Context: an optimization exercise on an open-source flow, tuned for small area. The choices shown serve that exercise and are no tape-out recipe. The RTL was checked by simulation tests, not by an equivalence proof against the original design.

File: run.sh
#!/bin/bash
# synth_recipe.tcl (not shown) runs the flow's synth.tcl, then flattens the netlist and writes it again
# the make line also repeats each setting of config.mk as NAME=value (left out here)
make -C /OpenROAD-flow-scripts/flow DESIGN_CONFIG=/design/flow/config.mk WORK_HOME=/design/flow/orfs CLKGATE_MAP_FILE= SYNTH_SCRIPT=/design/flow/synth_recipe.tcl finish
File: config.mk
export PLATFORM = sky130hd
export DESIGN_NAME = emu16_core
export DESIGN_NICKNAME = emu16_core
export VERILOG_FILES = /design/flow/design.v
export SDC_FILE = /design/flow/constraint.sdc
export NUM_CORES = 4
export LEC_CHECK = 0
export CAP_MARGIN = 20
export CORE_MARGIN = 2
export CORE_UTILIZATION = 40
export PLACE_DENSITY = 0.6
export SLEW_MARGIN = 20
File: constraint.sdc
create_clock -name core_clock -period 8.0 [get_ports {clk}]
set_input_delay 1.6000 -clock core_clock [delete_from_list [all_inputs] [get_ports {clk}]]
set_output_delay 1.6000 -clock core_clock [all_outputs]
set_load 0.01 [all_outputs]
File: design.v
module emu16_core (
    input  wire        clk,
    input  wire        rst,
    input  wire [15:0] boot_offset,
    input  wire [15:0] boot_start,
    input  wire [16:0] boot_len,
    output wire [15:0] boot_addr,
    input  wire [7:0]  boot_data,
    output reg         mem_req,
    output reg         mem_we,
    output reg  [15:0] mem_addr,
    output reg  [7:0]  mem_wdata,
    input  wire        mem_gnt,
    input  wire        mem_rvalid,
    input  wire [7:0]  mem_rdata,
    output wire        bus_out_valid,
    output wire [1:0]  bus_out_chan,
    output wire [15:0] bus_out_data,
    input  wire        bus_out_ready,
    input  wire [2:0]  bus_in_valid,
    input  wire [15:0] bus_in_data0,
    input  wire [15:0] bus_in_data1,
    input  wire [15:0] bus_in_data2,
    output wire [2:0]  bus_in_ready,
    input  wire        irq,
    output wire        halted,
    output wire        boot_failed,
    output reg         fault_valid,
    output reg         fault_kind,       
    output reg         fault_has_op,
    output reg  [3:0]  fault_op,
    output reg  [15:0] fault_ip,
    output reg  [15:0] fault_base,
    output reg  [15:0] fault_offset,
    input  wire [3:0]  dbg_sel,
    output wire [15:0] dbg_data
);
    localparam [4:0] S_BADD  = 5'd0,    
                     S_BWR   = 5'd1,    
                     S_BINC  = 5'd2,    
                     S_BINC2 = 5'd3,    
                     S_BST   = 5'd4,    
                     S_BFAIL = 5'd5,    
                     S_F0    = 5'd6,    
                     S_F0W   = 5'd7,
                     S_F1    = 5'd8,    
                     S_F1W   = 5'd9,
                     S_E1    = 5'd10,   
                     S_E2    = 5'd11,   
                     S_SH    = 5'd12,   
                     S_JD    = 5'd13,   
                     S_L1    = 5'd14,   
                     S_L1W   = 5'd15,
                     S_L2    = 5'd16,   
                     S_L2W   = 5'd17,
                     S_LB    = 5'd18,   
                     S_LBW   = 5'd19,
                     S_S1    = 5'd20,   
                     S_S2    = 5'd21,   
                     S_BO    = 5'd22,   
                     S_BI    = 5'd23,   
                     S_WR    = 5'd24,   
                     S_ADV   = 5'd25,   
                     S_ADV2  = 5'd26,   
                     S_FLT   = 5'd27,   
                     S_FLTF  = 5'd28,   
                     S_HALT  = 5'd29;
    localparam [3:0] OP_LOAD = 4'h0, OP_STORE = 4'h1, OP_SET = 4'h2,
                     OP_WBUS = 4'h3, OP_SBUS = 4'h4, OP_RBUS = 4'h5,
                     OP_LJUMP = 4'h6, OP_EJUMP = 4'h7,
                     OP_ADD = 4'h8, OP_SUB = 4'h9, OP_SHL = 4'hA, OP_SHR = 4'hB,
                     OP_AND = 4'hC, OP_OR = 4'hD, OP_NOT = 4'hE, OP_XOR = 4'hF;
    localparam [2:0] X_ZERO = 3'd0, X_T = 3'd1, X_BOFF = 3'd2, X_BSTART = 3'd3,
                     X_BUS = 3'd4, X_CONST = 3'd5, X_MEMW = 3'd6, X_MEMB = 3'd7;
    localparam [1:0] F_ADD = 2'd0, F_AND = 2'd1, F_OR = 2'd2, F_XOR = 2'd3;
    reg [4:0]  state;
    reg [15:0] ir;
    reg [15:0] t;           
    reg        irq_pend;
    reg        boot_fail_r;
    reg [15:0] x [0:15];
    wire [15:0] r15 = x[15];
    wire [3:0] op = ir[15:12];
    wire [3:0] fa = ir[11:8];
    wire [3:0] fb = ir[7:4];
    wire [3:0] fc = ir[3:0];
    reg  [3:0] raddr;
    reg  [2:0] xsel;
    reg  [8:0] xconst;
    reg        ypass_hi;   
    reg        ypass_lo;   
    reg        yinv;       
    reg        cin;
    reg  [1:0] fsel;
    reg        wen;
    reg        w15;        
    reg        wzero;      
    reg        tload;
    reg  [4:0] nstate;
    reg        ir_hi_ld, ir_lo_ld, ir_cnt_ld, ir_cnt_bus, ir_cnt_step, ir_cond_ld,
               ir_k_ld, ir_oob_ld;
    wire [15:0] p = x[raddr];
    wire [15:0] bus_word = (t[9:8] == 2'd0) ? bus_in_data0 :
                           (t[9:8] == 2'd1) ? bus_in_data1 : bus_in_data2;
    reg [15:0] xv;
    always @* begin
        case (xsel)
            X_T:      xv = t;
            X_BOFF:   xv = boot_offset;
            X_BSTART: xv = boot_start;
            X_BUS:    xv = bus_word;
            X_CONST:  xv = {7'd0, xconst};
            X_MEMW:   xv = {ir[7:0], mem_rdata};
            X_MEMB:   xv = {8'd0, mem_rdata};
            default:  xv = 16'd0;
        endcase
    end
    wire [15:0] yv = {ypass_hi ? p[15:8] : 8'd0, ypass_lo ? p[7:0] : 8'd0} ^ {16{yinv}};
    wire [16:0] sum = {1'b0, xv} + {1'b0, yv} + {16'd0, cin};
    reg [15:0] f;
    always @* begin
        case (fsel)
            F_AND:   f = xv & yv;
            F_OR:    f = xv | yv;
            F_XOR:   f = xv ^ yv;
            default: f = sum[15:0];
        endcase
    end
    wire ge4000    = p[15] | p[14];
    wire ge3fff    = ge4000 | (&p[13:0]);
    wire ge3ffe    = ge4000 | (&p[13:1]);
    wire fetch_bad = t[15] | t[14] | (&t[13:0]);
    wire boot_oob  = sum[16] | sum[15] | sum[14];
    wire jump_cond = op[0] ? (sum[15:0] == 16'd0) : !sum[16];
    wire chan_bad  = (p[15:8] > 8'd2);
    wire boot_done = ({1'b0, r15} == boot_len);
    wire is_ldst = (op == OP_LOAD) || (op == OP_STORE);
    wire is_bus2 = (op == OP_SBUS) || (op == OP_RBUS);
    wire word    = (fc == 4'd0);
    wire halt_next = irq_pend | irq;
    wire shr = op[0] | ~op[3];
    wire [1:0] width = (op == OP_SET) ? 2'd3 :
                       (op == OP_WBUS || is_bus2) ? 2'd1 : 2'd2;
    wire [8:0] wbus_val = bus_in_valid[0] ? 9'h000 :
                          bus_in_valid[1] ? 9'h001 :
                          bus_in_valid[2] ? 9'h002 : 9'h100;
    always @* begin
        raddr    = fa;
        xsel     = X_ZERO;
        xconst   = 9'd0;
        ypass_hi = 1'b1;
        ypass_lo = 1'b1;
        yinv     = 1'b0;
        cin      = 1'b0;
        fsel     = F_ADD;
        wen      = 1'b0;
        w15      = 1'b0;
        wzero    = 1'b0;
        tload    = 1'b0;
        nstate   = state;
        ir_hi_ld = 1'b0;
        ir_lo_ld = 1'b0;
        ir_cnt_ld = 1'b0;
        ir_cnt_bus = 1'b0;
        ir_cnt_step = 1'b0;
        ir_cond_ld = 1'b0;
        ir_k_ld  = 1'b0;
        ir_oob_ld = 1'b0;
        mem_req  = 1'b0;
        mem_we   = 1'b0;
        case (state)
            S_BADD: begin
                raddr = 4'd15;
                tload = 1'b1;
                if (boot_done) begin
                    xsel     = X_BSTART;
                    ypass_hi = 1'b0;
                    ypass_lo = 1'b0;
                    nstate   = S_BST;
                end else begin
                    xsel      = X_BOFF;
                    ir_oob_ld = 1'b1;
                    nstate    = S_BWR;
                end
            end
            S_BWR: begin
                if (ir[0])
                    nstate = S_BFAIL;
                else begin
                    mem_req = 1'b1;
                    mem_we  = 1'b1;
                    if (mem_gnt) nstate = S_BINC;
                end
            end
            S_BINC: begin
                raddr  = 4'd15;
                cin    = 1'b1;
                tload  = 1'b1;
                nstate = S_BINC2;
            end
            S_BINC2: begin
                wen    = 1'b1;
                w15    = 1'b1;
                nstate = S_BADD;
            end
            S_BST: begin
                wen    = 1'b1;
                w15    = 1'b1;
                nstate = S_F0;
            end
            S_BFAIL: begin
                wen    = 1'b1;
                w15    = 1'b1;
                wzero  = 1'b1;
                nstate = S_HALT;
            end
            S_F0: begin
                if (fetch_bad)
                    nstate = S_FLTF;
                else begin
                    mem_req = 1'b1;
                    if (mem_gnt) nstate = S_F0W;
                end
            end
            S_F0W: begin
                xsel     = X_T;
                ypass_hi = 1'b0;
                ypass_lo = 1'b0;
                cin      = 1'b1;
                if (mem_rvalid) begin
                    ir_hi_ld = 1'b1;
                    tload    = 1'b1;
                    nstate   = S_F1;
                end
            end
            S_F1: begin
                mem_req = 1'b1;
                if (mem_gnt) nstate = S_F1W;
            end
            S_F1W: if (mem_rvalid) begin
                ir_lo_ld = 1'b1;
                nstate   = S_E1;
            end
            S_E1: begin
                tload = 1'b1;
                case (op)
                    OP_LOAD, OP_STORE: begin
                        raddr = fb;
                        if (word ? ge3fff : ge4000)
                            nstate = S_FLT;
                        else if (op == OP_LOAD)
                            nstate = word ? S_L1 : S_LB;
                        else
                            nstate = word ? S_S1 : S_S2;
                    end
                    OP_SET: begin
                        raddr  = 4'd15;
                        xsel   = X_CONST;
                        xconst = ge3ffe ? 9'd0 : 9'd2;
                        nstate = ge3ffe ? S_FLT : S_L2;
                    end
                    OP_SBUS, OP_RBUS: begin
                        ir_k_ld = 1'b1;
                        if (chan_bad) begin
                            ir_cnt_bus = 1'b1;
                            nstate     = S_SH;
                        end else
                            nstate = (op == OP_SBUS) ? S_BO : S_BI;
                    end
                    OP_WBUS: begin
                        ir_k_ld  = 1'b1;
                        xsel     = X_CONST;
                        xconst   = wbus_val;
                        ypass_hi = 1'b0;
                        ypass_lo = 1'b0;
                        nstate   = S_WR;
                    end
                    OP_LJUMP, OP_EJUMP: nstate = S_E2;
                    default: begin
                        raddr  = fb;
                        nstate = S_E2;
                    end
                endcase
            end
            S_E2: begin
                raddr = fc;
                xsel  = X_T;
                tload = 1'b1;
                case (op)
                    OP_LJUMP, OP_EJUMP: begin
                        raddr      = fb;
                        yinv       = 1'b1;
                        cin        = 1'b1;
                        tload      = 1'b0;
                        ir_cond_ld = 1'b1;
                        nstate     = S_JD;
                    end
                    OP_SUB: begin
                        yinv   = 1'b1;
                        cin    = 1'b1;
                        nstate = S_WR;
                    end
                    OP_SHL, OP_SHR: begin
                        if (p[15:4] != 12'd0) begin
                            xsel     = X_ZERO;
                            ypass_hi = 1'b0;
                            ypass_lo = 1'b0;
                            nstate   = S_WR;
                        end else begin
                            tload     = 1'b0;
                            ir_cnt_ld = 1'b1;
                            nstate    = S_SH;
                        end
                    end
                    OP_AND: begin fsel = F_AND; nstate = S_WR; end
                    OP_OR:  begin fsel = F_OR;  nstate = S_WR; end
                    OP_XOR: begin fsel = F_XOR; nstate = S_WR; end
                    OP_NOT: begin
                        fsel     = F_XOR;
                        ypass_hi = 1'b0;
                        ypass_lo = 1'b0;
                        yinv     = 1'b1;
                        nstate   = S_WR;
                    end
                    default: nstate = S_WR;    
                endcase
            end
            S_SH: begin
                if (fc != 4'd0)
                    ir_cnt_step = 1'b1;
                else
                    nstate = is_bus2 ? S_FLT : S_WR;
            end
            S_JD: begin
                tload = 1'b1;
                if (ir[4])
                    raddr = fc;
                else begin
                    raddr  = 4'd15;
                    xsel   = X_CONST;
                    xconst = 9'd2;
                end
                nstate = S_ADV2;
            end
            S_L1, S_S1: begin
                xsel     = X_T;
                ypass_hi = 1'b0;
                ypass_lo = 1'b0;
                cin      = 1'b1;
                mem_req  = 1'b1;
                if (state == S_S1) begin
                    mem_we = 1'b1;
                    if (mem_gnt) begin
                        tload  = 1'b1;
                        nstate = S_S2;
                    end
                end else if (mem_gnt)
                    nstate = S_L1W;
            end
            S_L1W: begin
                xsel     = X_T;
                ypass_hi = 1'b0;
                ypass_lo = 1'b0;
                cin      = 1'b1;
                if (mem_rvalid) begin
                    ir_lo_ld = 1'b1;
                    tload    = 1'b1;
                    nstate   = S_L2;
                end
            end
            S_L2, S_LB: begin
                mem_req = 1'b1;
                if (mem_gnt) nstate = (state == S_L2) ? S_L2W : S_LBW;
            end
            S_L2W: begin
                xsel     = X_MEMW;
                ypass_hi = 1'b0;
                ypass_lo = 1'b0;
                if (mem_rvalid) begin
                    tload  = 1'b1;
                    nstate = S_WR;
                end
            end
            S_LBW: begin
                xsel     = X_MEMB;
                ypass_lo = 1'b0;
                if (mem_rvalid) begin
                    tload  = 1'b1;
                    nstate = S_WR;
                end
            end
            S_S2: begin
                mem_req = 1'b1;
                mem_we  = 1'b1;
                if (mem_gnt) nstate = S_ADV;
            end
            S_BO: if (bus_out_ready) nstate = S_ADV;
            S_BI: begin
                xsel     = X_BUS;
                ypass_hi = 1'b0;
                ypass_lo = 1'b0;
                if (bus_in_valid[t[9:8]]) begin
                    tload  = 1'b1;
                    nstate = S_WR;
                end
            end
            S_WR: begin
                wen    = 1'b1;
                nstate = S_ADV;
            end
            S_ADV, S_FLT, S_FLTF: begin
                raddr  = 4'd15;
                xsel   = X_CONST;
                xconst = {7'd0, (state == S_FLTF) ? 2'd2 : width};
                tload  = 1'b1;
                nstate = S_ADV2;
            end
            S_ADV2: begin
                wen    = 1'b1;
                w15    = 1'b1;
                nstate = halt_next ? S_HALT : S_F0;
            end
            S_HALT: raddr = dbg_sel;
            default: nstate = S_HALT;
        endcase
    end
    assign boot_addr     = r15;
    assign bus_out_valid = (state == S_BO);
    assign bus_out_chan  = t[9:8];
    assign bus_out_data  = p;
    assign bus_in_ready  = (state == S_BI) ? (3'b001 << t[9:8]) : 3'b000;
    assign halted        = (state == S_HALT);
    assign boot_failed   = boot_fail_r;
    assign dbg_data      = p;
    always @* begin
        mem_addr  = t;
        mem_wdata = (state == S_BWR) ? boot_data :
                    (state == S_S1)  ? p[15:8] : p[7:0];
        fault_valid  = (state == S_FLT) || (state == S_FLTF);
        fault_has_op = (state != S_FLTF);
        fault_kind   = fault_has_op && is_bus2;
        fault_op     = op;
        fault_ip     = r15;
        fault_base   = t;
        fault_offset = {15'd0, fault_has_op && (op == OP_SET)};
    end
    wire [3:0]  waddr = w15 ? 4'd15 : fa;
    wire [15:0] w     = (rst | wzero) ? 16'd0 : t;
    integer i;
    always @(posedge clk) begin
        for (i = 0; i < 16; i = i + 1)
            if (rst || (wen && waddr == i))
                x[i] <= w;
    end
    always @(posedge clk) begin
        if (rst) begin
            state       <= S_BADD;
            irq_pend    <= 1'b0;
            boot_fail_r <= 1'b0;
        end else begin
            state <= nstate;
            if (irq)
                irq_pend <= 1'b1;
            if (state == S_BFAIL)
                boot_fail_r <= 1'b1;
        end
    end
    always @(posedge clk) begin
        if (ir_hi_ld)
            ir[15:8] <= mem_rdata;
        else if (ir_k_ld)
            ir[11:8] <= p[3:0];
        if (ir_cond_ld)
            ir[4] <= jump_cond;
        if (ir_oob_ld)
            ir[0] <= boot_oob;
        else if (ir_lo_ld)
            ir[7:0] <= mem_rdata;
        else if (ir_cnt_ld)
            ir[3:0] <= p[3:0];
        else if (ir_cnt_bus)
            ir[3:0] <= 4'd8;
        else if (ir_cnt_step) begin
            if (ir[3:2] != 2'd0)
                ir[3:2] <= ir[3:2] - 2'd1;
            else
                ir[1:0] <= ir[1:0] - 2'd1;
        end
    end
    always @(posedge clk) begin
        if (tload)
            t <= f;
        else if (ir_cnt_step) begin
            if (ir[3:2] != 2'd0)
                t <= shr ? {4'd0, t[15:4]} : {t[11:0], 4'd0};
            else
                t <= shr ? {1'd0, t[15:1]} : {t[14:0], 1'd0};
        end
    end
endmodule
==> results of run 1 <==
layout make-up:
cell class	instances	area (um2)	area share (%)
Sequential cell	295	8780	37.11
Multi-Input combinational cell	1222	8399	35.51
Timing Repair Buffer	496	4512	19.07
Clock buffer	35	790.8	3.343
Tap cell	600	750.7	3.173
Inverter	29	108.9	0.4601
Antenna cell	1	2.502	0.01058
Clock inverter	23	312.8	1.322
worst max-delay path by stage:
| stage | depth (start not counted) | to | slack, ns | startpoint |
|---|---|---|---|---|
| after floorplan | 28 | ir[4] | 0.11 | dbg_sel[0] |
| after global placement | 31 | ir[0] | -0.42 | dbg_sel[3] |
| after detailed placement | 30 | ir[0] | -0.49 | dbg_sel[0] |
| after CTS | 31 | ir[0] | 0.12 | dbg_sel[2] |
| after global routing | 32 | ir[0] | -0.01 | dbg_sel[1] |
| final | 31 | ir[0] | 0.20 | dbg_sel[3] |
flip-flops by register name, summed over array words and instances (netlist names):
signal       cells
t               16
boot_fail_r      1
state            5
x              256
irq_pend         1
ir              16
synthesized netlist by cell type, types with 22 or more instances:
| cell | number | area share, % |
|---|---|---|
| buf_2 | 31 | 0.86 |
| a211oi_1 | 25 | 1.0 |
| nand4_1 | 32 | 1.1 |
| inv_1 | 29 | 0.60 |
| nor2_1 | 151 | 3.1 |
| clkbuf_1 | 55 | 1.1 |
| buf_4 | 74 | 3.1 |
| a221oi_1 | 23 | 1.1 |
| nand2_1 | 116 | 2.4 |
| mux2_2 | 26 | 1.6 |
| ha_1 | 34 | 2.3 |
| a221o_1 | 28 | 1.5 |
| a31oi_1 | 22 | 0.76 |
| nand3_1 | 67 | 1.8 |
| and2_1 | 27 | 0.93 |
| o21ai_0 | 74 | 2.0 |
| mux2i_1 | 60 | 3.3 |
| nor3_1 | 32 | 0.88 |
| a21oi_1 | 128 | 3.5 |
| edfxtp_1 | 287 | 48 |
stage by stage:
step / instance area, um2 / setup TNS (ns) / worst slack, ns / std cells
finish: 23660 / 0 / 0.2043 / 2701
global route: 23650 / -0.01656 / -0.01031 / 2700
CTS: 23460 / 0 / 0.1203 / 2691
detailed placement: 22350 / -1.625 / -0.4863 / 2633
global placement: 22330 / -1.333 / -0.4153 / 2632
floorplan: 18190 / 0 / 0.1090 / 1729
repair_timing:
| action | in CTS | in global routing |
|---|---|---|
| endpoints found under the setup margin | 0 | 4 |
| setup buffers | 0 | 8 |
| hold buffers | 0 | 0 |
| resized for setup | 0 | 20 |
routing by layer:
layer	up-vias	wire, um	track usage (%)
li1	7256	-	-
met1	8038	31010	42.71
met2	983	32560	46.50
met3	163	7809	7.310
met4	4	2790	10.94
met5	-	27	0
critical path, delay by kind of cell:
kind | cells | cell delay [ns]
buffers and inverters | 6 | 1.25
AOI/OAI and AO/OA | 19 | 3.61
and+or+nand+nor | 5 | 1.29
adders and majority gates | 1 | 0.38
cells by family (layout without fill, tap and decap cells):
logic type / after synthesis / in the layout / synth area share (%)
muxes: 100 / 100 / 6.332
xor gates and xnor gates: 38 / 38 / 1.835
AOI/OAI and AO/OA: 503 / 503 / 20.00
DFF: 295 / 295 / 48.40
and+or+nand+nor: 530 / 530 / 14.39
buffers and inverters: 212 / 583 / 6.463
other: 1 / 16 / 0.02067
adders and majority gates: 36 / 36 / 2.566
==> flow_summary.yaml, run 1 <==
die:
  coreArea_mm2: 0.04509
  die_height_um: 216.9
  die_w_um: 216.9
  rows: 78
  start_util_pct: 40.23
  io-pin-count: 263
  dieArea_mm2: 0.04707
timing:
  final_hold_viol_count: 0
  fmax_ghz: 0.1283
  max-slew-margin-rel_pct: 27.84
  maxSlewViolCount: 0
  setup_viol: 0
  hold_slack_ns: 0.5296
  tightest_slew_ns: 1.077
  period_needed_ns: 7.796
  finalCritPeriodShare_pct: 97.45
  fin_worst_skew_ns: 0.01324
min_path:
  hold_class: "flop to flop"
  min_from: "irq_pend"
  hold_path_end: "irq_pend"
  whs_path_depth: 2
clocking:
  cts_tree: "done"
  clockBufferDepth: 3
  clk_pin_slew_ns: 0.07
  numCtsBuffers: 31
  cts_root_buffer: "clkbuf_16"
  clock_latency_ns: 0.60
  clock_sink_count: 295
  cts_max_level: 1
yosys:
  yosysWarnings: 2
  async_reset_ff_share_pct: 0
  synth_edf_count: 287
  ys_ff_latch: 295
  yosys_most_used_dff: "edfxtp_1"
  syn-instance-count: 1715
  synth.avg_cell_area_um2: 10.58
  synth_cell_types: 105
  seq_area_frac_synth_pct: 48.40
  synthesis.area_mm2: 0.01814
worst_setup_path:
  slowest_stage: "clkdlybuf4s50_1"
  worst_setup_path_end_kind: "flop"
  regToRegStartpoint: "state[0]"
  worstSetupPathType: "input pin to flop"
  r2r_end: "ir[0]"
  cpMostUsedCell: "buf_4"
  rr_worst_depth: 32
  cp-start-kind: "input pin"
  path_max_fanout: 12
  critPathMaxStageDelay_ns: 0.41
  cp.arrival_ns: 8.14
  ff2ff_setup_slack_ns: 0.40
  cp.required_ns: 8.35
routing:
  drt-vias-per-instance: 6.088
  wl_mm: 74.20
  drt_first_pass_iters: 5
  wl_per_cell_um: 27.47
  vias: 16444
  drtAntennaViolNets: 0
  drtIter0Drc: 2160
  drc_errors: 0
placement:
  port_buffers: 247
  gp_congestion: 0.9607
  dpl.hpwl_mm: 53.72
outcome:
  outcome: "timing/DRC/antenna clean"
final_layout:
  fillers: 4058
  final_util_pct: 52.47
  final_cell_mix: "edfxtp_1, clkdlybuf4s50_1, buf_4"
  area_growth_pct: 30.42
  final_common_cell: "edfxtp_1"
  final_layout_size_suffix_gt1_share_pct: 19.71
  nNetsFinal: 2237
global_routing:
  grtUsageTotal_pct: 30.62
  overflow: 0
  grt_pass1_vias: 15895
  grt_pass1_wl_mm: 106.2
  grt_max_degree: 48
  antenna_found_initial: 2
job:
  cap_violations: 0
==> run 2, diff against run 1 <==
--- a/config.mk
+++ b/config.mk
@@ -5,8 +5,10 @@
 export SDC_FILE = /design/flow/constraint.sdc
 export NUM_CORES = 4
 export LEC_CHECK = 0
+export ABC_AREA = 1
 export CAP_MARGIN = 20
 export CORE_MARGIN = 2
 export CORE_UTILIZATION = 40
+export GPL_TIMING_DRIVEN = 0
 export PLACE_DENSITY = 0.6
 export SLEW_MARGIN = 20
==> flow_summary.yaml, run 2 <==
outcome:
  outcome: "timing/DRC/antenna clean"
clocking:
  clk_pin_slew_ns: 0.06
  cts_tree: "done"
  ctsHoldBuffers: 0
  cts_max_level: 2
  cts_root_buffer: "clkbuf_16"
  clock_latency_ns: 0.53
  numCtsBuffers: 34
  clockBufferDepth: 3
  clock_sink_count: 295
timing:
  tightest_slew_ns: 1.127
  final_hold_viol_count: 0
  finalSetupTns_ns: 0
  rsz0062_at_grt: "no"
  maxSlewViolCount: 0
  fin_worst_skew_ns: 0.01536
  setup_viol: 0
  max-slew-margin-rel_pct: 24.58
  period_needed_ns: 7.585
  fmax_ghz: 0.1318
  finalCritPeriodShare_pct: 94.82
worst_setup_path:
  cp.arrival_ns: 8.05
  critPathMaxStageDelay_ns: 0.54
  worst_setup_path_end_kind: "flop"
  path_max_fanout: 10
  critical_path_buf_inv_count: 7
  worstSetupPathType: "input pin to flop"
  slowest_stage: "or3b_2"
  cp.required_ns: 8.46
  cpMostUsedCell: "nand2_1"
  ff2ff_setup_slack_ns: 0.59
  cp_top_family: "simple AND/OR/NAND/NOR gates"
  regToRegStartpoint: "ir[12]"
  cp-start-kind: "input pin"
  rr_worst_depth: 41
  r2r_end: "ir[4]"
placement:
  dpl.hpwl_mm: 52.25
  placed_cell_area_mm2: 0.02132
  gp_congestion: 0.9284
  dp_cells: 2954
  port_buffers: 247
yosys:
  synthesis.area_mm2: 0.01774
  syn-instance-count: 2086
  netlist_top_cells_count: "nand2_1, edfxtp_1, nand3_1"
  yosys_most_used_dff: "edfxtp_1"
  ys_top_cells_by_area: "edfxtp_1, nand2_1, nand3_1, nor2_1, inv_1"
  synth.avg_cell_area_um2: 8.505
  synth_cell_types: 62
  yosysTopAreaCell: "edfxtp_1"
  ys_ff_latch: 295
  yosysWarnings: 2
  synth_top_area_share_pct: 48.58
  async_reset_ff_share_pct: 0
  post-synth-top-count-cell: "nand2_1"
  seq_area_frac_synth_pct: 49.48
  synth_edf_count: 287
routing:
  wl_mm: 66.74
  drtAntennaViolNets: 0
  drt_first_pass_iters: 6
  vias: 16067
  drtIter0Drc: 1496
  drc_errors: 0
  wl_per_cell_um: 22.13
  drt-vias-per-instance: 5.329
global_routing:
  grtUsageTotal_pct: 28.24
  grt_pass1_wl_mm: 97.72
  antenna_found_initial: 0
  grt_max_degree: 17
  grt_pass1_vias: 15644
  overflow: 0
final_layout:
  stdcell_area_mm2: 0.02266
  largest_reg_flops: 256
  nNetsFinal: 2567
  final_layout_size_suffix_gt1_share_pct: 14.16
  top_register: "x"
  antenna_cells: 0
  area_growth_pct: 27.71
  fin_cells: 3015
  final_common_cell: "nand2_1"
  final_cell_mix: "nand2_1, edfxtp_1, nand3_1"
  top_regs: "x x256, ir x16, t x16"
  fillers: 4196
min_path:
  min_from: "boot_fail_r"
  hold_path_end: "boot_fail_r"
  hold_class: "flop to flop"
  whs_path_depth: 2
die:
  io-pin-count: 263
  rows: 77
  start_util_pct: 40.30
  dieArea_mm2: 0.04606
  die_w_um: 214.6
  die_height_um: 214.6
  coreArea_mm2: 0.04403
job:
  cap_violations: 0
## run 2: cell count changes after synthesis, sizes merged, moves of 23 or more
cell	change
inv	+168
a211oi	-23
nand2	+435
mux2i	-60
nand3	+211
a21oi	-79
clkbuf	-27
a221o	-27
nor2	+83
mux2	-32
and2	-26
## run 2: what timing repair did
| item | CTS | global route |
|---|---|---|
| gates cloned | 0 | 1 |
| endpoints found under the setup margin | 3 | 5 |
| pin swaps | 1 | 9 |
| buffers inserted | 3 | 3 |
| gates resized for setup | 12 | 33 |
## run 2: tightest hold or removal path, stage by stage (launching register included)
cell and delay, ns:
dfxtp_1 0.33, nor2_1 0.05, nor2_1 0.07
## run 2: final cells by class
cell class              count  area, um2  share of cell area [%]
repair buffers            268       2700                   11.92
plain buffers             146      988.4                   4.362
well taps                 592      740.7                   3.269
clock buffers              40      894.6                   3.948
inverters                 200      755.7                   3.335
multi-input cells        1460       7596                   33.52
flip-flops and latches    295       8778                   38.74
clock inverters            14      203.9                  0.9001
## run 2: worst max-delay path by stage
stage,depth (start not counted),to,from
4_1_cts,42,ir[4],dbg_sel[3]
3_3_place_gp,42,ir[4],dbg_sel[3]
6_report,40,ir[4],dbg_sel[2]
5_1_grt,44,ir[4],dbg_sel[2]
2_1_floorplan,43,ir[4],dbg_sel[2]
3_5_place_dp,42,ir[4],dbg_sel[3]
## run 2: metal layers
metal	global-route usage, %	part of all wire [%]
met3	4.950	7.6
met4	10.39	3.6
met5	0	0
met2	49.10	49
met1	35.16	40
## run 2: kinds of logic (layout without fill, tap and decap cells)
| group | count (synthesis) | after routing | share of synthesized area, % |
|---|---|---|---|
| buffers and inverters | 346 | 668 | 9.802 |
| other | 1 | 15 | 0.02114 |
| xor gates and xnor gates | 21 | 21 | 1.037 |
| adders and majority gates | 36 | 36 | 2.623 |
| DFF | 295 | 295 | 49.48 |
| AOI/OAI and AO/OA | 230 | 230 | 7.757 |
| and+or+nand+nor | 1157 | 1158 | 29.28 |
## run 2: metrics by stage
step                utilization [%]  hold slack [ns]  worst slack (ns)
finish                        51.46           0.4818            0.4148
CTS                           51.10           0.4861         0.0004192
global placement              47.71           0.4641           -0.8699
floorplan                         -           0.4359             1.348
detailed placement            48.43           0.4735           -0.9150
global route                  51.46           0.5272           0.02754
==> run 3, diff against run 2 <==
--- a/design.v
+++ b/design.v
@@ -116,16 +116,21 @@
         endcase
     end
     wire [15:0] yv = {ypass_hi ? p[15:8] : 8'd0, ypass_lo ? p[7:0] : 8'd0} ^ {16{yinv}};
-    wire [16:0] sum = {1'b0, xv} + {1'b0, yv} + {16'd0, cin};
-    reg [15:0] f;
-    always @* begin
-        case (fsel)
-            F_AND:   f = xv & yv;
-            F_OR:    f = xv | yv;
-            F_XOR:   f = xv ^ yv;
-            default: f = sum[15:0];
-        endcase
-    end
+    wire [15:0] g  = xv & yv;
+    wire [15:0] pp = xv ^ yv;
+    wire [16:0] c;
+    assign c[0] = cin;
+    genvar gi;
+    generate
+        for (gi = 0; gi < 16; gi = gi + 1) begin : g_carry
+            assign c[gi + 1] = g[gi] | (pp[gi] & c[gi]);
+        end
+    endgenerate
+    wire [15:0] k = (c[15:0] & {16{fsel == F_ADD}}) |
+                    (g & {16{fsel == F_OR}}) |
+                    ((xv | yv) & {16{fsel == F_AND}});
+    wire [15:0] f = pp ^ k;
+    wire [16:0] sum = {c[16], f};
     wire ge4000    = p[15] | p[14];
     wire ge3fff    = ge4000 | (&p[13:0]);
     wire ge3ffe    = ge4000 | (&p[13:1]);
==> flow/run.sh (new file) <==
#!/bin/bash
# The standard layout, with the smallest buffer on every input and output port
# (instead of the delay buffer buffer_ports picks by default).
set -euo pipefail
bash standard.sh "BUFFER_PORTS_ARGS=-buffer_cell sky130_fd_sc_hd__buf_1" finish > standard_flow.log 2>&1
==> standard.sh (new file) <==
#!/bin/bash
# synth_recipe.tcl (not shown) runs the flow's synth.tcl, then flattens the netlist and writes it again
# the make line also repeats each setting of config.mk as NAME=value (left out here)
make -C /OpenROAD-flow-scripts/flow DESIGN_CONFIG=/design/flow/config.mk WORK_HOME=/design/flow/orfs CLKGATE_MAP_FILE= SYNTH_SCRIPT=/design/flow/synth_recipe.tcl "${@:-finish}"
--- a/config.mk
+++ b/config.mk
@@ -9,6 +9,5 @@
 export CAP_MARGIN = 20
 export CORE_MARGIN = 2
 export CORE_UTILIZATION = 40
-export GPL_TIMING_DRIVEN = 0
 export PLACE_DENSITY = 0.6
 export SLEW_MARGIN = 20
removed: run.sh
==> flow_summary.yaml, run 3 <==
routing:
  drc_errors: 0
  wl_mm: 59.83
  wl_per_cell_um: 22.63
  drtAntennaViolNets: 0
  drtIter0Drc: 1561
  drt-vias-per-instance: 5.464
  vias: 14447
  drt_first_pass_iters: 6
final_layout:
  final_util_pct: 47.05
  largest_reg_flops: 256
  final_common_cell: "nand2_1"
  fin_cells: 2644
  final_layout_size_suffix_gt1_share_pct: 12.51
  area_growth_pct: 16.26
  top_register: "x"
  nNetsFinal: 2251
  final_cell_mix: "nand2_1, edfxtp_1, buf_1"
  top_regs: "x x256, ir x16, t x16"
timing:
  setup_viol: 0
  fin_worst_skew_ns: 0.02832
  max-slew-margin-rel_pct: 29.69
  maxSlewViolCount: 0
  final_hold_viol_count: 0
  tightest_slew_ns: 1.051
  finalSetupTns_ns: 0
  fmax_ghz: 0.1364
  hold_slack_ns: 0.4913
  period_needed_ns: 7.332
  finalCritPeriodShare_pct: 91.65
global_routing:
  antenna_found_initial: 4
  grt_pass1_vias: 13520
  grt_max_degree: 28
  grtUsageTotal_pct: 27.11
  overflow: 0
  grt_pass1_wl_mm: 87.19
die:
  io-pin-count: 263
  die_w_um: 207.0
  start_util_pct: 40.47
  die_height_um: 207.0
  dieArea_mm2: 0.04286
  rows: 74
  coreArea_mm2: 0.04074
yosys:
  ys_ff_latch: 295
  seq_area_frac_synth_pct: 53.24
  syn-instance-count: 1822
  yosysWarnings: 2
  async_reset_ff_share_pct: 0
  synthesis.area_mm2: 0.01649
  ys_top_cells_by_area: "edfxtp_1, nand2_1, inv_1, nor2_1, buf_4"
  synth_top_area_share_pct: 52.27
  synth_cell_types: 63
  yosys_most_used_dff: "edfxtp_1"
  synth.avg_cell_area_um2: 9.049
  netlist_top_cells_count: "nand2_1, edfxtp_1, inv_1"
  post-synth-top-count-cell: "nand2_1"
  yosysTopAreaCell: "edfxtp_1"
  synth_edf_count: 287
clocking:
  cts_root_buffer: "clkbuf_16"
  clock_latency_ns: 0.61
  cts_tree: "done"
  cts_max_level: 1
  numCtsBuffers: 30
  clockBufferDepth: 3
  clock_sink_count: 295
  clk_pin_slew_ns: 0.07
job:
  cap_violations: 0
min_path:
  hold_path_end: "boot_fail_r"
  whs_path_depth: 2
  hold_class: "flop to flop"
  min_from: "boot_fail_r"
placement:
  dpl.hpwl_mm: 45.30
  port_buffers: 247
  dp_cells: 2580
  gp_congestion: 0.9778
worst_setup_path:
  r2r_end: "ir[0]"
  path_max_fanout: 15
  cp_top_family: "simple AND/OR/NAND/NOR gates"
  worstSetupPathDepth: 64
  critical_path_buf_inv_count: 8
  cp.required_ns: 8.35
  cpMostUsedCell: "nand2_1"
  worstSetupPathType: "input pin to flop"
  rr_worst_depth: 68
  ff2ff_setup_slack_ns: 0.72
  worst_setup_path_end_kind: "flop"
  slowest_stage: "nor4_2"
  critPathMaxStageDelay_ns: 0.33
  cp.arrival_ns: 7.68
  cp-start-kind: "input pin"
  regToRegStartpoint: "ir[14]"
outcome:
  outcome: "timing/DRC/antenna clean"
-- run 3: changes by cell type after synthesis, sizes merged, moves of 7 or more --
cell,delta
a21oi,-12
a22o,+7
buf,-30
inv,+15
nand2,-40
nand3,-196
nand4,+14
nor2,-62
nor3,+13
o211ai,+10
o22ai,+7
xor2,-7
-- run 3: worst min-delay path, delay by kind of cell (launching register included) --
kind	cells	cell delay (ns)
simple gates	2	0.12
flops	1	0.34
-- run 3: layout make-up --
| class | instances | area, um2 |
|---|---|---|
| Clock buffer | 38 | 780.7 |
| Antenna cell | 1 | 2.502 |
| Tap cell | 532 | 665.6 |
| Multi-Input combinational cell | 1210 | 6355 |
| Sequential cell | 295 | 8786 |
| Clock inverter | 14 | 105.1 |
| Inverter | 216 | 820.8 |
| Timing Repair Buffer | 338 | 1652 |
| Fill cell | 3919 | 21570 |
-- run 3: cell families after synthesis --
kind of cell	after synthesis	synth area share, %
compound gates	261	10.55
fa+ha+maj	34	2.580
xor+xnor	20	1.062
flops	295	53.24
other cells	1	0.02275
buf+inv	331	9.433
simple gates	880	23.11
-- run 3: worst max path at each step --
stage | startpoint | end | slack, ns
after global routing | ir[14] | ir[0] | -0.03
final | dbg_sel[2] | ir[0] | 0.67
after CTS | state[0] | ir[0] | 0.53
after global placement | dbg_sel[2] | ir[0] | 0.06
after floorplan | dbg_sel[2] | ir[0] | 1.01
after detailed placement | dbg_sel[2] | ir[0] | 0.08
-- run 3: routing by layer --
metal	track usage, %	part of all wire (%)	vias to the layer above
met1	38.22	43	6898
met4	10.17	3.6	8
met3	4.639	8.3	126
li1	-	-	6712
met5	0	0.075	-
met2	41.94	45	703
-- run 3: stage by stage --
step	cell area (um2)	setup slack, ns
final	19170	0.6681
after global routing	19160	-0.03231
after CTS	18950	0.5316
after detailed placement	18060	0.08417
after global placement	18050	0.05922
after floorplan	16540	1.008
-- run 3: what timing repair did --
item	in CTS	in global routing
setup buffers	0	10
hold buffers	0	0
resized for setup	0	31
endpoints found under the setup margin	0	4
==> run 4, diff against run 3 <==
==> flow/run.sh (replaced) <==
#!/bin/bash
# The standard layout, with the smallest buffer on every input and output port
# (instead of the delay buffer buffer_ports picks by default), and a clock tree
# of small clock buffers without dummy loads.
set -euo pipefail
bash standard.sh \
  "BUFFER_PORTS_ARGS=-buffer_cell sky130_fd_sc_hd__buf_1" \
  "CTS_ARGS=-sink_clustering_enable -repair_clock_nets -dont_use_dummy_load -buf_list {sky130_fd_sc_hd__clkbuf_4 sky130_fd_sc_hd__clkbuf_8} -root_buf sky130_fd_sc_hd__clkbuf_8" \
  finish > standard_flow.log 2>&1
==> flow_summary.yaml, run 4 <==
outcome:
  outcome: "timing/DRC/antenna clean"
yosys:
  synthesis.area_mm2: 0.01649
  synth_edf_count: 287
  async_reset_ff_share_pct: 0
  yosysTopAreaCell: "edfxtp_1"
  yosysWarnings: 2
  synth.avg_cell_area_um2: 9.049
  ys_top_cells_by_area: "edfxtp_1, nand2_1, inv_1, nor2_1, buf_4"
  synth_cell_types: 63
  syn-instance-count: 1822
  post-synth-top-count-cell: "nand2_1"
  yosys_most_used_dff: "edfxtp_1"
  seq_area_frac_synth_pct: 53.24
  netlist_top_cells_count: "nand2_1, edfxtp_1, inv_1"
  synth_top_area_share_pct: 52.27
  ys_ff_latch: 295
worst_setup_path:
  worst_setup_path_end_kind: "flop"
  path_max_fanout: 15
  cpMostUsedCell: "nand2_1"
  cp-start-kind: "input pin"
  critPathMaxStageDelay_ns: 0.29
  cp.arrival_ns: 7.65
  slowest_stage: "ha_1"
  cp.required_ns: 8.31
  worstSetupPathType: "input pin to flop"
placement:
  dpl.hpwl_mm: 45.30
  dp_cells: 2580
  dp_slack_ns: 0.08417
  port_buffers: 247
  gp_congestion: 0.9778
die:
  die_height_um: 207.0
  dieArea_mm2: 0.04286
  coreArea_mm2: 0.04074
  io-pin-count: 263
  start_util_pct: 40.47
  rows: 74
  die_w_um: 207.0
global_routing:
  grt_pass1_vias: 13610
  grt_max_degree: 28
  antenna_found_initial: 4
  overflow: 0
  grtUsageTotal_pct: 27.36
  grt_pass1_wl_mm: 87.45
timing:
  layout_setup_ws_ns: 0.6636
  fmax_ghz: 0.1363
  setup_viol: 0
  maxSlewViolCount: 0
  hold_slack_ns: 0.4818
  max-slew-margin-rel_pct: 22.44
  finalCritPeriodShare_pct: 91.71
  fin_worst_skew_ns: 0.08285
  final_hold_viol_count: 0
  period_needed_ns: 7.336
  tightest_slew_ns: 1.159
clocking:
  cts_tree: "done"
  clock_sink_count: 295
  ctsHoldBuffers: 0
  numCtsBuffers: 50
  cts_max_level: 2
  cts_root_buffer: "clkbuf_8"
  clockBufferDepth: 3
  clk_pin_slew_ns: 0.05
  clock_latency_ns: 0.64
routing:
  wl_mm: 60.12
  drc_errors: 0
  drtIter0Drc: 1527
  wl_per_cell_um: 22.70
  drtAntennaViolNets: 0
  drt-vias-per-instance: 5.464
  vias: 14469
  drt_first_pass_iters: 5
min_path:
  hold_class: "flop to flop"
final_layout:
  fin_cells: 2648
  top_register: "x"
  final_cell_mix: "nand2_1, edfxtp_1, buf_1"
  top_regs: "x x256, ir x16, t x16"
  final_layout_size_suffix_gt1_share_pct: 13.42
  antenna_cells: 0
  final_common_cell: "nand2_1"
  nNetsFinal: 2278
  area_growth_pct: 15.44
  largest_reg_flops: 256
job:
  cap_violations: 0
==> run 4: cell counts after synthesis <==
Identical to the previous run, type by type.
==> run 4: routing by layer <==
metal,track usage [%],up-vias,share of wire [%]
li1,-,6739,-
met1,38.21,6859,43
met2,42.34,738,45
met3,5.458,125,8.6
met4,9.852,8,3.5
met5,0,-,0.080
==> run 4: critical path, delay by kind of cell <==
family	cells	cell delay, ns
AOI/OAI and AO/OA	6	0.70
adders and majority gates	1	0.29
buffers and inverters	11	0.95
and+or+nand+nor	49	4.06
==> run 4: through the flow <==
stage          area [um2]  util, %   TNS, ns
2_1_floorplan       16540        -         0
3_3_place_gp        18050    44.31         0
3_5_place_dp        18060    44.33         0
4_1_cts             18750    46.02         0
5_1_grt             19030    46.72  -0.02574
6_report            19030    46.72         0
==> run 4: layout make-up <==
type,instances,area (um2)
clock buffers,50,688.2
fillers,3962,21710
inverters,216,820.8
multi-input cells,1210,6360
flip-flops and latches,295,8782
well taps,532,665.6
repair buffers,345,1717
==> run 4: path summary, 6_finish.rpt <==
check,cells past startpoint,startpoint,to,slack [ns]
max,67,dbg_sel[2],ir[0],0.66
min,2,boot_fail_r,boot_fail_r,0.48
min reg2reg,2,boot_fail_r,boot_fail_r,0.48
max reg2reg,70,state[3],ir[0],0.68
==> run 4: logic make-up after synthesis <==
kind of cell / synth area share [%]
other cells: 0.02275
compound gates: 10.55
fa+ha+maj: 2.580
xor+xnor: 1.062
buf+inv: 9.433
simple gates: 23.11
flops: 53.24
==> run 4: what timing repair did <==
item,in CTS,in global routing
hold endpoints to repair,0,0
gates resized for setup,0,30
buffers inserted,0,17
endpoints found under the setup margin,0,4
==> run 5, diff against run 4 <==
--- a/design.v
+++ b/design.v
@@ -39,9 +39,9 @@
                      S_BWR   = 5'd1,    
                      S_BINC  = 5'd2,    
                      S_BINC2 = 5'd3,    
-                     S_BST   = 5'd4,    
-                     S_BFAIL = 5'd5,    
-                     S_F0    = 5'd6,    
+                     S_BFAIL = 5'd4,    
+                     S_F0    = 5'd5,    
+                     S_F0A   = 5'd6,    
                      S_F0W   = 5'd7,
                      S_F1    = 5'd8,    
                      S_F1W   = 5'd9,
@@ -61,10 +61,9 @@
                      S_BI    = 5'd23,   
                      S_WR    = 5'd24,   
                      S_ADV   = 5'd25,   
-                     S_ADV2  = 5'd26,   
-                     S_FLT   = 5'd27,   
-                     S_FLTF  = 5'd28,   
-                     S_HALT  = 5'd29;
+                     S_FLT   = 5'd26,   
+                     S_FLTF  = 5'd27,   
+                     S_HALT  = 5'd28;
     localparam [3:0] OP_LOAD = 4'h0, OP_STORE = 4'h1, OP_SET = 4'h2,
                      OP_WBUS = 4'h3, OP_SBUS = 4'h4, OP_RBUS = 4'h5,
                      OP_LJUMP = 4'h6, OP_EJUMP = 4'h7,
@@ -78,8 +77,10 @@
     reg [15:0] t;           
     reg        irq_pend;
     reg        boot_fail_r;
-    reg [15:0] x [0:15];
-    wire [15:0] r15 = x[15];
+    reg [15:0] r15;
+    reg [15:0] ring [0:14];
+    reg [3:0]  ph;
+    wire [3:0] ph1 = (ph == 4'd14) ? 4'd0 : ph + 4'd1;
     wire [3:0] op = ir[15:12];
     wire [3:0] fa = ir[11:8];
     wire [3:0] fb = ir[7:4];
@@ -92,14 +93,15 @@
     reg        yinv;       
     reg        cin;
     reg  [1:0] fsel;
-    reg        wen;
+    reg        wen;        
     reg        w15;        
-    reg        wzero;      
     reg        tload;
     reg  [4:0] nstate;
     reg        ir_hi_ld, ir_lo_ld, ir_cnt_ld, ir_cnt_bus, ir_cnt_step, ir_cond_ld,
-               ir_k_ld, ir_oob_ld;
-    wire [15:0] p = x[raddr];
+               ir_k_ld;
+    wire [4:0]  rsum = {1'b0, raddr} + {1'b0, ph};
+    wire [3:0]  ridx = (rsum >= 5'd15) ? rsum[3:0] + 4'd1 : rsum[3:0];
+    wire [15:0] p    = (raddr == 4'd15) ? r15 : ring[ridx];
     wire [15:0] bus_word = (t[9:8] == 2'd0) ? bus_in_data0 :
                            (t[9:8] == 2'd1) ? bus_in_data1 : bus_in_data2;
     reg [15:0] xv;
@@ -135,7 +137,6 @@
     wire ge3fff    = ge4000 | (&p[13:0]);
     wire ge3ffe    = ge4000 | (&p[13:1]);
     wire fetch_bad = t[15] | t[14] | (&t[13:0]);
-    wire boot_oob  = sum[16] | sum[15] | sum[14];
     wire jump_cond = op[0] ? (sum[15:0] == 16'd0) : !sum[16];
     wire chan_bad  = (p[15:8] > 8'd2);
     wire boot_done = ({1'b0, r15} == boot_len);
@@ -160,7 +161,6 @@
         fsel     = F_ADD;
         wen      = 1'b0;
         w15      = 1'b0;
-        wzero    = 1'b0;
         tload    = 1'b0;
         nstate   = state;
         ir_hi_ld = 1'b0;
@@ -170,7 +170,6 @@
         ir_cnt_step = 1'b0;
         ir_cond_ld = 1'b0;
         ir_k_ld  = 1'b0;
-        ir_oob_ld = 1'b0;
         mem_req  = 1'b0;
         mem_we   = 1'b0;
         case (state)
@@ -181,15 +180,14 @@
                     xsel     = X_BSTART;
                     ypass_hi = 1'b0;
                     ypass_lo = 1'b0;
-                    nstate   = S_BST;
+                    nstate   = S_F0;
                 end else begin
                     xsel      = X_BOFF;
-                    ir_oob_ld = 1'b1;
                     nstate    = S_BWR;
                 end
             end
             S_BWR: begin
-                if (ir[0])
+                if (t[15] | t[14])
                     nstate = S_BFAIL;
                 else begin
                     mem_req = 1'b1;
@@ -204,27 +202,22 @@
                 nstate = S_BINC2;
             end
             S_BINC2: begin
-                wen    = 1'b1;
                 w15    = 1'b1;
                 nstate = S_BADD;
             end
-            S_BST: begin
-                wen    = 1'b1;
-                w15    = 1'b1;
-                nstate = S_F0;
-            end
             S_BFAIL: begin
-                wen    = 1'b1;
                 w15    = 1'b1;
-                wzero  = 1'b1;
                 nstate = S_HALT;
             end
-            S_F0: begin
-                if (fetch_bad)
+            S_F0, S_F0A: begin
+                w15 = 1'b1;
+                if (state == S_F0A && halt_next)
+                    nstate = S_HALT;
+                else if (fetch_bad)
                     nstate = S_FLTF;
                 else begin
                     mem_req = 1'b1;
-                    if (mem_gnt) nstate = S_F0W;
+                    nstate  = mem_gnt ? S_F0W : S_F0;
                 end
             end
             S_F0W: begin
@@ -333,8 +326,12 @@
             S_SH: begin
                 if (fc != 4'd0)
                     ir_cnt_step = 1'b1;
-                else
-                    nstate = is_bus2 ? S_FLT : S_WR;
+                else if (is_bus2)
+                    nstate = S_FLT;
+                else begin
+                    wen = 1'b1;
+                    if (wdone) nstate = S_ADV;
+                end
             end
             S_JD: begin
                 tload = 1'b1;
@@ -345,7 +342,7 @@
                     xsel   = X_CONST;
                     xconst = 9'd2;
                 end
-                nstate = S_ADV2;
+                nstate = S_F0A;
             end
             S_L1, S_S1: begin
                 xsel     = X_T;
@@ -410,20 +407,15 @@
                 end
             end
             S_WR: begin
-                wen    = 1'b1;
-                nstate = S_ADV;
+                wen = 1'b1;
+                if (wdone) nstate = S_ADV;
             end
             S_ADV, S_FLT, S_FLTF: begin
                 raddr  = 4'd15;
                 xsel   = X_CONST;
                 xconst = {7'd0, (state == S_FLTF) ? 2'd2 : width};
                 tload  = 1'b1;
-                nstate = S_ADV2;
-            end
-            S_ADV2: begin
-                wen    = 1'b1;
-                w15    = 1'b1;
-                nstate = halt_next ? S_HALT : S_F0;
+                nstate = S_F0A;
             end
             S_HALT: raddr = dbg_sel;
             default: nstate = S_HALT;
@@ -449,15 +441,37 @@
         fault_base   = t;
         fault_offset = {15'd0, fault_has_op && (op == OP_SET)};
     end
-    wire [3:0]  waddr = w15 ? 4'd15 : fa;
-    wire [15:0] w     = (rst | wzero) ? 16'd0 : t;
-    integer i;
+    wire boot_phase = (state == S_BADD) || (state == S_BWR) || (state == S_BINC) ||
+                      (state == S_BINC2) || (state == S_BFAIL);
+    wire clr     = rst | boot_phase;
+    wire wring   = wen && (fa != 4'd15);
+    wire [4:0] wp = {ridx == 4'd11, ridx == 4'd8, ridx == 4'd5, ridx == 4'd2, ridx == 4'd14};
+    wire wdone   = (fa == 4'd15) || (|wp);
+    wire [15:0] wring_d = clr ? 16'd0 : t;
+    wire [15:0] w15_d   = (rst || state == S_BFAIL) ? 16'd0 : t;
     always @(posedge clk) begin
-        for (i = 0; i < 16; i = i + 1)
-            if (rst || (wen && waddr == i))
-                x[i] <= w;
+        if (rst || w15 || (wen && fa == 4'd15))
+            r15 <= w15_d;
     end
     always @(posedge clk) begin
+        if (rst)
+            ph <= 4'd0;
+        else
+            ph <= ph1;
+    end
+    genvar q;
+    generate
+        for (q = 0; q < 15; q = q + 1) begin : g_ring
+            if (q % 3 == 0) begin : g_wp
+                always @(posedge clk)
+                    ring[q] <= (clr || (wring && wp[q / 3])) ? wring_d : ring[(q + 14) % 15];
+            end else begin : g_sh
+                always @(posedge clk)
+                    ring[q] <= ring[q - 1];
+            end
+        end
+    endgenerate
+    always @(posedge clk) begin
         if (rst) begin
             state       <= S_BADD;
             irq_pend    <= 1'b0;
@@ -477,9 +491,7 @@
             ir[11:8] <= p[3:0];
         if (ir_cond_ld)
             ir[4] <= jump_cond;
-        if (ir_oob_ld)
-            ir[0] <= boot_oob;
-        else if (ir_lo_ld)
+        if (ir_lo_ld)
             ir[7:0] <= mem_rdata;
         else if (ir_cnt_ld)
             ir[3:0] <= p[3:0];
==> flow/run.sh (replaced) <==
#!/bin/bash
# The standard layout, with the smallest buffer on every input and output port
# (instead of the delay buffer buffer_ports picks by default).
set -euo pipefail
bash standard.sh "BUFFER_PORTS_ARGS=-buffer_cell sky130_fd_sc_hd__buf_1" finish > standard_flow.log 2>&1
==> flow_summary.yaml, run 5 <==
worst_setup_path:
  regToRegStartpoint: "state[3]"
  rr_worst_depth: 76
  worst_setup_path_end_kind: "flop"
  cpMostUsedCell: "nand2_1"
  ff2ff_setup_slack_ns: -0.35
  worstSetupPathType: "flop to flop"
  cp-start-kind: "flop"
  cp.required_ns: 8.27
  r2r_end: "ir[4]"
  critPathMaxStageDelay_ns: 0.53
  path_max_fanout: 6
  slowest_stage: "fa_1"
  cp.arrival_ns: 8.62
final_layout:
  final_util_pct: 52.27
  nNetsFinal: 2769
  largest_reg_flops: 240
  top_register: "ring"
  fillers: 4003
  final_cell_mix: "nand2_1, buf_1, dfxtp_1"
  multi_input_area_mm2: 0.008179
  antenna_cells: 0
  stdcell_area_mm2: 0.02081
  area_growth_pct: 28.59
  fin_cells: 3151
  ff_latch_area_mm2: 0.006480
  final_common_cell: "nand2_1"
  final_layout_size_suffix_gt1_share_pct: 20.91
die:
  die_height_um: 205.2
  io-pin-count: 263
  rows: 73
  start_util_pct: 40.64
  coreArea_mm2: 0.03982
  dieArea_mm2: 0.04209
  die_w_um: 205.2
yosys:
  synthesis.area_mm2: 0.01619
  netlist_top_cells_count: "nand2_1, dfxtp_1, inv_1"
  async_reset_ff_share_pct: 0
  synth-xor-area-share_pct: 1.747
  syn-instance-count: 2177
  yosys_most_used_dff: "dfxtp_1"
  synth_compound_area_share_pct: 15.28
  synth_edf_count: 48
  synth_top_area_share_pct: 31.05
  synth-simple-area-share_pct: 27.58
  ys_ff_latch: 299
  yosysTopAreaCell: "dfxtp_1"
  post-synth-top-count-cell: "nand2_1"
  synth_fa_ha_area_share_pct: 3.293
  ys_top_cells_by_area: "dfxtp_1, nand2_1, edfxtp_1, inv_1, o21ai_0"
  synth_cell_types: 66
  yosysWarnings: 2
  synth.avg_cell_area_um2: 7.435
  synthMuxAreaShare_pct: 0
  seq_area_frac_synth_pct: 39.95
  synth_top_family_by_area: "simple AND/OR/NAND/NOR gates"
clocking:
  ctsHoldBuffers: 0
  cts_root_buffer: "clkbuf_16"
  clock_latency_ns: 0.54
  clock_sink_count: 299
  numCtsBuffers: 34
  clk_pin_slew_ns: 0.06
  clockBufferDepth: 3
  cts_max_level: 2
  cts_tree: "done"
placement:
  dpl.hpwl_mm: 49.86
  port_buffers: 247
  gp_congestion: 1.013
  dp_cells: 3043
  placed_cell_area_mm2: 0.01868
routing:
  drtIter0Drc: 1141
  wl_per_cell_um: 20.46
  drc_errors: 0
  wl_mm: 64.46
  vias: 16710
  drt-vias-per-instance: 5.303
  drtAntennaViolNets: 0
  drt_first_pass_iters: 5
global_routing:
  grt_max_degree: 34
  antenna_found_initial: 0
  grtUsageTotal_pct: 30.06
  grt_pass1_vias: 16226
  grt_pass1_wl_mm: 94.79
  overflow: 0
timing:
  setup_viol: 5
  max-slew-margin-rel_pct: 26.61
  period_needed_ns: 8.355
  tightest_slew_ns: 1.101
  final_hold_viol_count: 0
  hold_slack_ns: 0.3478
  finalCritPeriodShare_pct: 104.4
  finalSetupTns_ns: -1.148
  rsz0062_at_grt: "yes"
  layout_setup_ws_ns: -0.3547
  maxSlewViolCount: 0
  fin_worst_skew_ns: 0.02252
  fmax_ghz: 0.1197
outcome:
  so_faults: "setup timing"
  outcome: "complete, but fails checks"
min_path:
  min_from: "ring[10][9]"
  hold_path_end: "ring[11][9]"
  whs_path_depth: 0
  hold_class: "flop to flop"
job:
  cap_violations: 0
==> run 5: cell count changes in the layout (fill, tap and decap cells not counted), sizes merged, moves of 11 or more <==
cell    before  now
nand2      513  579
a21oi       37   52
edfxtp     287   48
buf        345  513
inv        211  277
o21ai      104  198
nor2       176  198
a22o         7   18
nand3       84  117
dfxtp        8  251
==> run 5: worst max-delay path, delay by kind of cell, from the launching register on <==
family | cells | cell delay (ns)
flops | 1 | 0.37
compound gates | 6 | 0.85
fa+ha+maj | 3 | 0.99
simple gates | 56 | 4.60
buf+inv | 10 | 1.00
xor+xnor | 1 | 0.26
==> run 5: final cells by class <==
type / count / area share [%]
well taps: 525 / 3.156
repair buffers: 515 / 15.08
flip-flops and latches: 299 / 31.13
clock inverters: 13 / 1.160
multi-input cells: 1470 / 39.30
inverters: 281 / 5.248
clock buffers: 48 / 4.929
==> run 5: metal layers <==
metal | global-route usage [%] | share of wire (%)
met1 | 36.13 | 40
met5 | 0 | 0
met3 | 3.977 | 6.5
met2 | 51.62 | 48
met4 | 17.06 | 6.2
==> run 5: logic make-up after synthesis <==
| kind of cell | Yosys count |
|---|---|
| other | 1 |
| AO/OA/AOI/OAI | 387 |
| AND/OR/NAND/NOR | 1001 |
| flip-flops | 299 |
| XOR/XNOR | 25 |
| buffers and inverters | 422 |
| adder cells (fa/ha/maj) | 42 |
==> run 5: repair_timing <==
action,CTS,global route
gates cloned,0,1
hold endpoints to repair,0,0
pin swaps,8,41
resized for setup,46,93
endpoints found under the setup margin,7,12
setup buffers,14,30
==> run 5: worst max path at each step <==
stage	startpoint	end	slack [ns]	cells after the start
floorplan	dbg_sel[0]	ir[4]	0.007	69
global placement	dbg_sel[0]	ir[4]	-0.67	72
detailed placement	dbg_sel[0]	ir[4]	-0.80	72
CTS	ir[14]	ir[4]	-0.11	74
global route	state[3]	ir[4]	-0.93	76
finish	state[3]	ir[4]	-0.35	76
==> run 5: metrics by stage <==
stage | setup slack (ns)
2_1_floorplan | 0.007196
3_3_place_gp | -0.6672
3_5_place_dp | -0.7971
4_1_cts | -0.1106
5_1_grt | -0.9293
6_report | -0.3547
==> run 6, diff against run 5 <==
--- a/design.v
+++ b/design.v
@@ -42,9 +42,8 @@
                      S_BFAIL = 5'd4,    
                      S_F0    = 5'd5,    
                      S_F0A   = 5'd6,    
-                     S_F0W   = 5'd7,
                      S_F1    = 5'd8,    
-                     S_F1W   = 5'd9,
+                     S_F1W   = 5'd9,    
                      S_E1    = 5'd10,   
                      S_E2    = 5'd11,   
                      S_SH    = 5'd12,   
@@ -77,6 +76,7 @@
     reg [15:0] t;           
     reg        irq_pend;
     reg        boot_fail_r;
+    reg        got0;        
     reg [15:0] r15;
     reg [15:0] ring [0:14];
     reg [3:0]  ph;
@@ -137,7 +137,7 @@
     wire ge3fff    = ge4000 | (&p[13:0]);
     wire ge3ffe    = ge4000 | (&p[13:1]);
     wire fetch_bad = t[15] | t[14] | (&t[13:0]);
-    wire jump_cond = op[0] ? (sum[15:0] == 16'd0) : !sum[16];
+    wire jump_take = op[0] ? (t == 16'd0) : !ir[4];
     wire chan_bad  = (p[15:8] > 8'd2);
     wire boot_done = ({1'b0, r15} == boot_len);
     wire is_ldst = (op == OP_LOAD) || (op == OP_STORE);
@@ -210,34 +210,32 @@
                 nstate = S_HALT;
             end
             S_F0, S_F0A: begin
-                w15 = 1'b1;
+                w15      = 1'b1;
+                xsel     = X_T;
+                ypass_hi = 1'b0;
+                ypass_lo = 1'b0;
+                cin      = 1'b1;
                 if (state == S_F0A && halt_next)
                     nstate = S_HALT;
                 else if (fetch_bad)
                     nstate = S_FLTF;
                 else begin
                     mem_req = 1'b1;
-                    nstate  = mem_gnt ? S_F0W : S_F0;
-                end
-            end
-            S_F0W: begin
-                xsel     = X_T;
-                ypass_hi = 1'b0;
-                ypass_lo = 1'b0;
-                cin      = 1'b1;
-                if (mem_rvalid) begin
-                    ir_hi_ld = 1'b1;
-                    tload    = 1'b1;
-                    nstate   = S_F1;
+                    tload   = mem_gnt;
+                    nstate  = mem_gnt ? S_F1 : S_F0;
                 end
             end
             S_F1: begin
-                mem_req = 1'b1;
+                ir_hi_ld = mem_rvalid;
+                mem_req  = 1'b1;
                 if (mem_gnt) nstate = S_F1W;
             end
             S_F1W: if (mem_rvalid) begin
-                ir_lo_ld = 1'b1;
-                nstate   = S_E1;
+                if (got0) begin
+                    ir_lo_ld = 1'b1;
+                    nstate   = S_E1;
+                end else
+                    ir_hi_ld = 1'b1;
             end
             S_E1: begin
                 tload = 1'b1;
@@ -289,7 +287,6 @@
                         raddr      = fb;
                         yinv       = 1'b1;
                         cin        = 1'b1;
-                        tload      = 1'b0;
                         ir_cond_ld = 1'b1;
                         nstate     = S_JD;
                     end
@@ -335,7 +332,7 @@
             end
             S_JD: begin
                 tload = 1'b1;
-                if (ir[4])
+                if (jump_take)
                     raddr = fc;
                 else begin
                     raddr  = 4'd15;
@@ -485,12 +482,18 @@
         end
     end
     always @(posedge clk) begin
+        if (state == S_F0 || state == S_F0A)
+            got0 <= 1'b0;
+        else if (ir_hi_ld)
+            got0 <= 1'b1;
+    end
+    always @(posedge clk) begin
         if (ir_hi_ld)
             ir[15:8] <= mem_rdata;
         else if (ir_k_ld)
             ir[11:8] <= p[3:0];
         if (ir_cond_ld)
-            ir[4] <= jump_cond;
+            ir[4] <= sum[16];
         if (ir_lo_ld)
             ir[7:0] <= mem_rdata;
         else if (ir_cnt_ld)
==> flow_summary.yaml, run 6 <==
worst_setup_path:
  critPathMaxStageDelay_ns: 0.40
  path_max_fanout: 2
  cp.required_ns: 8.31
  regToRegStartpoint: "ir[15]"
  worst_setup_path_end_kind: "flop"
  ff2ff_setup_slack_ns: -0.43
  cp.arrival_ns: 8.74
  r2r_end: "t[15]"
  cp-start-kind: "flop"
  worstSetupPathType: "flop to flop"
routing:
  drt_first_pass_iters: 6
  wl_met1_mm: 26.21
  wl_met2_mm: 30.05
  drtIter0Drc: 1736
  vias: 17078
  wl_met3_mm: 5.127
  wl_per_cell_um: 20.72
  wl_mm: 65.86
yosys:
  async_reset_ff_share_pct: 0
  synth_edf_count: 48
  synthesis.area_mm2: 0.01575
  yosys_most_used_dff: "dfxtp_1"
  ys_ff_latch: 300
  synthMuxAreaShare_pct: 0
  seq_area_frac_synth_pct: 41.18
  synth_cell_types: 69
  synth_fa_ha_area_share_pct: 3.384
  yosysTopAreaCell: "dfxtp_1"
  syn-instance-count: 2162
  synth.avg_cell_area_um2: 7.286
  synth_top_family_by_area: "simple AND/OR/NAND/NOR gates"
final_layout:
  final_layout_size_suffix_gt1_share_pct: 21.20
  antenna_cells: 0
  final_common_cell: "nand2_1"
  top_register: "ring"
  largest_reg_flops: 240
  final_cell_mix: "nand2_1, buf_4, dfxtp_1"
  multi_input_area_mm2: 0.008108
  fillers: 3757
  nNetsFinal: 2803
clocking:
  cts_tree: "done"
  cts_root_buffer: "clkbuf_16"
  clk_pin_slew_ns: 0.06
  cts_max_level: 2
  clockBufferDepth: 3
  numCtsBuffers: 35
placement:
  port_buffers: 247
  gp_congestion: 1.029
  dpl.hpwl_mm: 48.51
  dp_slack_ns: -1.037
die:
  die_w_um: 202.4
  die_height_um: 202.4
  coreArea_mm2: 0.03874
  start_util_pct: 40.67
timing:
  layout_setup_ws_ns: -0.4270
  tightest_slew_ns: 1.102
  final_hold_viol_count: 0
  max-slew-margin-rel_pct: 26.42
  finalCritPeriodShare_pct: 105.3
  setup_viol: 7
outcome:
  outcome: "complete, but fails checks"
  so_faults: "setup timing"
global_routing:
  grt_max_degree: 33
  grtUsageTotal_pct: 31.30
  grt_pass1_wl_mm: 97.55
[run 6: cell count changes after synthesis, moves of 7 or more]
cell	previous run	this run
xnor2_1	5	12
nand2_2	26	5
clkbuf_1	40	47
nand2_1	544	605
a31o_2	7	0
a221oi_1	21	9
nand3_1	114	161
inv_1	232	184
nor2_2	18	7
a211oi_1	3	10
nand4_1	45	52
a22o_1	18	9
a21oi_1	52	39
[run 6: final cells by class]
type | instances | share of cell area, %
multi-input combinational | 1507 | 39.26
tap | 518 | 3.139
inverter | 223 | 4.187
clock inverter | 11 | 0.3938
sequential | 300 | 31.42
timing repair buffer | 567 | 16.59
clock buffer | 51 | 4.975
timing repair inverter | 1 | 0.03635
[run 6: logic make-up (layout without fill, tap and decap cells)]
family | after synthesis | after routing
simple gates | 1092 | 1092
compound gates | 331 | 331
fa+ha+maj | 42 | 42
buf+inv | 369 | 853
other cells | 1 | 15
flops | 300 | 300
xor+xnor | 27 | 27
[run 6: worst max path at each step]
stage                     startpoint    end  slack (ns)
after global routing      dbg_sel[0]  t[15]       -0.93
after CTS                     ir[14]  t[15]       -0.13
after floorplan           dbg_sel[0]  t[15]        0.02
after detailed placement  dbg_sel[0]  t[15]       -1.04
after global placement    dbg_sel[0]  t[15]       -0.87
final                         ir[15]  t[15]       -0.43
[run 6: timing repair]
| item | CTS | global route |
|---|---|---|
| cloned | 1 | 0 |
| hold endpoints to repair | 0 | 0 |
| resized for setup | 57 | 97 |
| setup endpoints to repair | 7 | 14 |
| setup buffers | 56 | 23 |
| hold buffers | 0 | 0 |
| pin swaps | 25 | 60 |
[run 6: critical path, delay by kind of cell, from the launching register on]
kind / cells / cell delay (ns)
flip-flops: 1 / 0.40
AO/OA/AOI/OAI: 1 / 0.16
AND/OR/NAND/NOR: 40 / 2.91
buffers and inverters: 36 / 4.40
adder cells (fa/ha/maj): 1 / 0.34
[run 6: layer usage]
metal	track usage (%)	vias up
met3	5.144	229
met1	38.77	7933
met2	51.14	912
li1	-	8004
met5	0	-
met4	18.93	0
[run 6: per-stage QoR]
step	instance area, um2	hold slack, ns	utilization, %	cells	TNS [ns]
2_1_floorplan	15810	0.3259	-	2176	0
3_3_place_gp	18370	0.3289	47.43	3036	-5.279
5_1_grt	20650	0.3413	53.31	3178	-5.482
6_report	20650	0.3411	53.31	3178	-1.777
3_5_place_dp	18370	0.3332	47.43	3036	-7.003
4_1_cts	20120	0.3349	51.95	3155	-0.2149

[port drivers added, routing unchanged]
In the flow no input, the clock included, has a driving cell. The finished layouts below were timed again as built, in two steps.
Step 1 assumes that a clkbuf_16 drives the clock port and a buf_2 every other input.
Step 2 adds t to the input delays and takes it off the output delays; t is the mean of the earliest and latest rising clock arrival at the registers after step 1. Input paths then give back, and output paths get back, about the clock's delay inside the block.
Three values: no drivers, after step 1, after step 2; two values: the first two.
run | t, ns | slack for setup (ns) | worst register clock-pin slew, ns
run 1 | 0.647 | 0.204 / 0.231 / -0.416 | 0.07 / 0.07
run 2 | 0.580 | 0.415 / 0.443 / -0.137 | 0.06 / 0.06
run 3 | 0.654 | 0.668 / 0.704 / 0.050 | 0.07 / 0.07
run 4 | 0.657 | 0.664 / 0.681 / 0.039 | 0.06 / 0.06
run 5 | 0.581 | -0.355 / -0.355 / -0.832 | 0.06 / 0.06
run 6 | 0.600 | -0.427 / -0.427 / -0.993 | 0.06 / 0.06
Met with ideal ports but missed after step 2: setup timing in run 1 and run 2. For run 4, which loses most, drivers alone change the setup slack by +0.017 ns; drivers and shift together by -0.625 ns.
